This design comes from an exercise in tuning for small area, a short achievable clock period and few clock cycles on the open sky130 flow, not from production work. Function was checked by simulation only, so behaviour that the tests miss may differ from the original. Power figures rest on the tool's default switching activity, not on a simulated workload.

==> willow <==
// live_timer
module live_timer #(
    parameter integer NT = 16
) (
    input  wire        clk,
    input  wire        rst,             
    input  wire        cmd_valid,
    input  wire [1:0]  cmd_op,          
    input  wire [3:0]  cmd_slot,
    input  wire [6:0]  cmd_node,
    input  wire [7:0]  cmd_fidx,
    input  wire [31:0] cmd_tmo,
    output wire        cmd_ready,
    output wire        idle,
    output reg         alert_valid,
    output reg  [3:0]  alert_slot,
    output reg  [6:0]  alert_node,
    output reg  [7:0]  alert_fidx,
    output reg         rd_valid,
    output reg  [31:0] rd_rem
);
==> module live_timer, before the edit <==
module live_timer #(
    parameter integer NT = 16
) (
    input  wire        clk,
    input  wire        rst,             
    input  wire        cmd_valid,
    input  wire [1:0]  cmd_op,          
    input  wire [3:0]  cmd_slot,
    input  wire [6:0]  cmd_node,
    input  wire [7:0]  cmd_fidx,
    input  wire [31:0] cmd_tmo,
    output wire        cmd_ready,
    output wire        idle,
    output reg         alert_valid,
    output reg  [3:0]  alert_slot,
    output reg  [6:0]  alert_node,
    output reg  [7:0]  alert_fidx,
    output reg         rd_valid,
    output reg  [31:0] rd_rem
);
    localparam [1:0] OP_CONFIG = 2'd0,
                     OP_KICK   = 2'd1,
                     OP_TICK   = 2'd2,
                     OP_READ   = 2'd3;
    reg  [NT-1:0]     slot_act;
    reg  [NT-1:0]     slot_big;
    reg  [6:0]        slot_node [0:NT-1];
    reg  [7:0]        slot_fidx [0:NT-1];
    reg  [30:0]       slot_tmo  [0:NT-1];
    reg  [31:0]       slot_rem  [0:NT-1];
    reg  [NT-1:0]     pend;           
    reg               ready_q;
    reg               idle_q;
    assign cmd_ready = ready_q;
    assign idle      = idle_q;
    reg         c_v;
    reg  [1:0]  c_op;
    reg  [3:0]  c_slot;
    reg  [6:0]  c_node;
    reg  [7:0]  c_fidx;
    reg  [31:0] c_tmo;
    reg         c_act, c_big;
    wire accept   = cmd_valid & ready_q;
    wire in_tick  = accept & (cmd_op == OP_TICK);
    always @(posedge clk) begin
        if (rst) c_v <= 1'b0;
        else     c_v <= accept;
        c_op   <= cmd_op;
        c_slot <= cmd_slot;
        c_node <= cmd_node;
        c_fidx <= cmd_fidx;
        c_tmo  <= cmd_tmo;
        c_act  <= ~cmd_tmo[31] & (|cmd_tmo[30:0]);
        c_big  <= ~cmd_tmo[31] & (cmd_tmo[30:0] > 31'd1000);
    end
    wire do_cfg   = c_v & (c_op == OP_CONFIG);
    wire do_kick  = c_v & (c_op == OP_KICK);
    wire do_tick  = c_v & (c_op == OP_TICK);
    wire do_read  = c_v & (c_op == OP_READ);
    wire [NT-1:0] neg;
    wire [NT-1:0] neg_next;
    wire          pend_any = |pend;
    wire [NT-1:0] src      = pend_any ? pend : neg;
    wire [NT-1:0] src_low  = src & (~src + 1'b1);
    reg  [3:0]  a_slot;
    reg  [6:0]  a_node;
    reg  [7:0]  a_fidx;
    integer i;
    always @* begin
        a_slot = 4'd0; a_node = 7'd0; a_fidx = 8'd0;
        for (i = 0; i < NT; i = i + 1)
            if (src_low[i]) begin
                a_slot = a_slot | i[3:0];
                a_node = a_node | slot_node[i];
                a_fidx = a_fidx | slot_fidx[i];
            end
    end
    wire [NT-1:0] src_rest  = src & ~src_low;
    wire [NT-1:0] pend_next = pend_any ? (src_rest | (do_tick ? neg : {NT{1'b0}}))
                                       : (do_tick ? src_rest : {NT{1'b0}});
    wire [NT-1:0] pend_left = pend_next & (pend_next - 1'b1);
    wire left_any  = |pend_left;
    wire left_2    = |(pend_left & (pend_left - 1'b1));
    wire nn_any    = |neg_next;
    wire [NT-1:0] nn_r1 = neg_next & (neg_next - 1'b1);
    wire nn_2      = |nn_r1;
    wire nn_3      = |(nn_r1 & (nn_r1 - 1'b1));
    wire pn_any    = |pend_next;
    wire ready_nx  = ~in_tick ? ~left_2 :
                     pn_any   ? ~(left_2 | nn_2 | (left_any & nn_any)) : ~nn_3;
    always @(posedge clk) begin
        if (rst) begin
            pend        <= {NT{1'b0}};
            ready_q     <= 1'b1;
            idle_q      <= 1'b1;
            alert_valid <= 1'b0;
            rd_valid    <= 1'b0;
        end else begin
            pend        <= pend_next;
            ready_q     <= ready_nx;
            idle_q      <= ~|pend_next & ~accept;
            alert_valid <= pend_any | (do_tick & (|neg));
            alert_slot  <= a_slot;
            alert_node  <= a_node;
            alert_fidx  <= a_fidx;
            rd_valid    <= do_read;
            rd_rem      <= slot_rem[c_slot];
        end
    end
    genvar g;
    generate
        for (g = 0; g < NT; g = g + 1) begin : g_slot
            wire        cfg   = do_cfg & (c_slot == g);
            wire        kick  = do_kick & slot_act[g] &
                                (slot_node[g] == c_node) &
                                (slot_fidx[g] == c_fidx);
            wire        tick  = do_tick & slot_act[g];
            wire [30:0] tmo_d = cfg ? c_tmo[30:0] : slot_tmo[g];
            wire        neg_g = slot_rem[g][31];
            wire        ld    = cfg | kick | (tick & neg_g & slot_big[g]);
            wire        s1k   = tick & neg_g & ~slot_big[g];
            wire        low   = ~|slot_rem[g][31:3] &
                                ~(slot_rem[g][2] & (slot_rem[g][1] | slot_rem[g][0]));
            wire [32:0] bor;
            assign bor[0] = 1'b0;
            genvar j;
            for (j = 0; j < 32; j = j + 1) begin : g_b
                if (j == 0 || j == 2)
                    assign bor[j+1] = ~slot_rem[g][j] | bor[j];
                else
                    assign bor[j+1] = ~slot_rem[g][j] & bor[j];
            end
            wire [31:0] dflip = {bor[31:1], 1'b0} ^ 32'd5;   
            wire [31:0] x     = slot_rem[g] ^ (dflip & {32{tick}});
            wire [31:0] rem_nx = ld ? {cfg & c_tmo[31], tmo_d} : s1k ? 32'd1000 : x;
            assign neg[g]      = slot_act[g] & neg_g;
            assign neg_next[g] = ~cfg & ~kick & slot_act[g] &
                                 (do_tick ? (~neg_g & low) : neg_g);
            always @(posedge clk) begin
                if (rst) begin
                    slot_act[g] <= 1'b0;
                end else if (cfg) begin
                    slot_act[g] <= c_act;
                    slot_big[g] <= c_big;
                    slot_node[g] <= c_node;
                    slot_fidx[g] <= c_fidx;
                end
                slot_tmo[g] <= tmo_d;
                slot_rem[g] <= rem_nx;
            end
        end
    endgenerate
endmodule
clock: 10.0 ns
lec_check: 0
cap_margin: 20
core_margin: 2
core_utilization: 40
slew_margin: 20
tns_end_percent: 10
standard.sh (not shown) runs the stock make flow with config.mk's settings and CLKGATE_MAP_FILE= SYNTH_SCRIPT=/design/flow/synth_recipe.tcl, a recipe that flattens the netlist after the stock synthesis.
==> flow/flow/run.sh <==
#!/bin/bash
set -euo pipefail
bash standard.sh SETUP_SLACK_MARGIN=6.8 finish > standard_flow.log 2>&1
==> inputs of xenon, as changes to willow <==
--- a/flow/design.v
+++ b/flow/design.v
@@ -24,2 +24,4 @@
                      OP_READ   = 2'd3;
+    localparam signed [31:0] TICK_MS        = 32'sd5;
+    localparam signed [31:0] BACKOFF_MIN_MS = 32'sd1000;
     reg  [NT-1:0]     slot_act;
@@ -35,28 +37,16 @@
     assign idle      = idle_q;
-    reg         c_v;
-    reg  [1:0]  c_op;
-    reg  [3:0]  c_slot;
-    reg  [6:0]  c_node;
-    reg  [7:0]  c_fidx;
-    reg  [31:0] c_tmo;
-    reg         c_act, c_big;
     wire accept   = cmd_valid & ready_q;
-    wire in_tick  = accept & (cmd_op == OP_TICK);
-    always @(posedge clk) begin
-        if (rst) c_v <= 1'b0;
-        else     c_v <= accept;
-        c_op   <= cmd_op;
-        c_slot <= cmd_slot;
-        c_node <= cmd_node;
-        c_fidx <= cmd_fidx;
-        c_tmo  <= cmd_tmo;
-        c_act  <= ~cmd_tmo[31] & (|cmd_tmo[30:0]);
-        c_big  <= ~cmd_tmo[31] & (cmd_tmo[30:0] > 31'd1000);
-    end
-    wire do_cfg   = c_v & (c_op == OP_CONFIG);
-    wire do_kick  = c_v & (c_op == OP_KICK);
-    wire do_tick  = c_v & (c_op == OP_TICK);
-    wire do_read  = c_v & (c_op == OP_READ);
+    wire do_cfg   = accept & (cmd_op == OP_CONFIG);
+    wire do_kick  = accept & (cmd_op == OP_KICK);
+    wire do_tick  = accept & (cmd_op == OP_TICK);
+    wire do_read  = accept & (cmd_op == OP_READ);
+    wire cfg_act  = ~cmd_tmo[31] & (|cmd_tmo[30:0]);
+    wire cfg_big  = ~cmd_tmo[31] & (cmd_tmo[30:0] > 31'd1000);
     wire [NT-1:0] neg;
-    wire [NT-1:0] neg_next;
+    genvar g;
+    generate
+        for (g = 0; g < NT; g = g + 1) begin : g_neg
+            assign neg[g] = slot_act[g] & slot_rem[g][31];
+        end
+    endgenerate
     wire          pend_any = |pend;
@@ -80,12 +70,3 @@
                                        : (do_tick ? src_rest : {NT{1'b0}});
-    wire [NT-1:0] pend_left = pend_next & (pend_next - 1'b1);
-    wire left_any  = |pend_left;
-    wire left_2    = |(pend_left & (pend_left - 1'b1));
-    wire nn_any    = |neg_next;
-    wire [NT-1:0] nn_r1 = neg_next & (neg_next - 1'b1);
-    wire nn_2      = |nn_r1;
-    wire nn_3      = |(nn_r1 & (nn_r1 - 1'b1));
-    wire pn_any    = |pend_next;
-    wire ready_nx  = ~in_tick ? ~left_2 :
-                     pn_any   ? ~(left_2 | nn_2 | (left_any & nn_any)) : ~nn_3;
+    wire pend_le1 = ~|(pend_next & (pend_next - 1'b1));
     always @(posedge clk) begin
@@ -99,4 +80,4 @@
             pend        <= pend_next;
-            ready_q     <= ready_nx;
-            idle_q      <= ~|pend_next & ~accept;
+            ready_q     <= pend_le1;
+            idle_q      <= ~|pend_next;
             alert_valid <= pend_any | (do_tick & (|neg));
@@ -105,15 +86,14 @@
             alert_fidx  <= a_fidx;
-            rd_valid    <= do_read;
-            rd_rem      <= slot_rem[c_slot];
+            rd_valid <= do_read;
+            rd_rem   <= slot_rem[cmd_slot];
         end
     end
-    genvar g;
     generate
         for (g = 0; g < NT; g = g + 1) begin : g_slot
-            wire        cfg   = do_cfg & (c_slot == g);
+            wire        cfg   = do_cfg & (cmd_slot == g);
             wire        kick  = do_kick & slot_act[g] &
-                                (slot_node[g] == c_node) &
-                                (slot_fidx[g] == c_fidx);
+                                (slot_node[g] == cmd_node) &
+                                (slot_fidx[g] == cmd_fidx);
             wire        tick  = do_tick & slot_act[g];
-            wire [30:0] tmo_d = cfg ? c_tmo[30:0] : slot_tmo[g];
+            wire [30:0] tmo_d = cfg ? cmd_tmo[30:0] : slot_tmo[g];
             wire        neg_g = slot_rem[g][31];
@@ -121,4 +101,2 @@
             wire        s1k   = tick & neg_g & ~slot_big[g];
-            wire        low   = ~|slot_rem[g][31:3] &
-                                ~(slot_rem[g][2] & (slot_rem[g][1] | slot_rem[g][0]));
             wire [32:0] bor;
@@ -134,6 +112,3 @@
             wire [31:0] x     = slot_rem[g] ^ (dflip & {32{tick}});
-            wire [31:0] rem_nx = ld ? {cfg & c_tmo[31], tmo_d} : s1k ? 32'd1000 : x;
-            assign neg[g]      = slot_act[g] & neg_g;
-            assign neg_next[g] = ~cfg & ~kick & slot_act[g] &
-                                 (do_tick ? (~neg_g & low) : neg_g);
+            wire [31:0] rem_nx = ld ? {cfg & cmd_tmo[31], tmo_d} : s1k ? 32'd1000 : x;
             always @(posedge clk) begin
@@ -142,6 +117,6 @@
                 end else if (cfg) begin
-                    slot_act[g] <= c_act;
-                    slot_big[g] <= c_big;
-                    slot_node[g] <= c_node;
-                    slot_fidx[g] <= c_fidx;
+                    slot_act[g] <= cfg_act;
+                    slot_big[g] <= cfg_big;
+                    slot_node[g] <= cmd_node;
+                    slot_fidx[g] <= cmd_fidx;
                 end
--- a/flow/config.mk
+++ b/flow/config.mk
@@ -11,2 +11 @@
 export SLEW_MARGIN = 20
-export TNS_END_PERCENT = 10
==> summary.txt <==
Outcome
  • Outcome: timing/DRC/antenna clean

STA
  • Tmin final: 4.66 ns
  • Final WS setup: 5.34 ns

Place
  • DP Cell Count: 7439

Worst setup path
  • Critical path class: input port to flip-flop

Pwr
  • Comb pwr: 1.63 mW

Route
  • WL/cell: 31.3 um

Die
  • Floorplan row count: 140

Final layout
  • Non-clk invs: 388
  • Multi-input gate share of total cell area: 39.2%
  • Non-clk buf share: 13.6%
  • Largest class: multi-input combinational cells
  • Clk tree area frac: 6.12%
  • Sequential cell area share: 36.4%
the above is filed under xenon

==> summary.txt <==
Place
  • DP Cell Count: 7698

STA
  • Tmin final: 3.70 ns
  • Final WS setup: 6.30 ns

Final layout
  • Non-clk buf share: 5.88%
  • Multi-input gate share of total cell area: 40.2%
  • Largest class: sequential cells
  • # fillers: 14.0k
  • Sequential cell area share: 42.4%
  • Non-clk invs: 244

Worst setup path
  • CP endpoint kind: flip-flop
  • Critical path class: flip-flop to flip-flop

Pwr
  • Comb pwr: 1.19 mW

Global route
  • Vias in the first global route: 46.9k

Outcome
  • Outcome: timing/DRC/antenna clean

Die
  • Floorplan row count: 143

Route
  • WL/cell: 30.9 um
the above is filed under willow

Testbench counts of willow, summed over its fixed seeds: cycles 24,044.
Testbench counts of xenon, summed over its fixed seeds: cycles 24,036.

==> port drivers added, routing unchanged <==
Ports are ideal in the flow. The routed layouts listed here were re-timed in OpenROAD. Step 1: set_driving_cell puts a clkbuf_16 on clk and a buf_2 on each other input, an assumption about the parent block. Step 2 moves the port delays by t, midway between the first and last clock arrival at a register: inputs arrive t later, outputs are due t later. That takes back most of the time a late clock gives input paths. Slacks: no drivers / after step 1 / after step 2; pairs: no drivers / after step 1.
run	t (ns)	setup WS [ns]	worst setup path at the end	worst register clock-pin slew, ns	cell pins on the clock port's net
willow	0.885	6.296 / 6.296 / 5.659	input to register	0.07 / 0.07	1
xenon	0.872	5.343 / 5.388 / 4.516	input to register	0.07 / 0.07	1
After both steps every run listed still meets setup and hold. The setup slack of xenon, which loses most, moves by +0.045 ns with the drivers and by -0.827 ns with both steps.
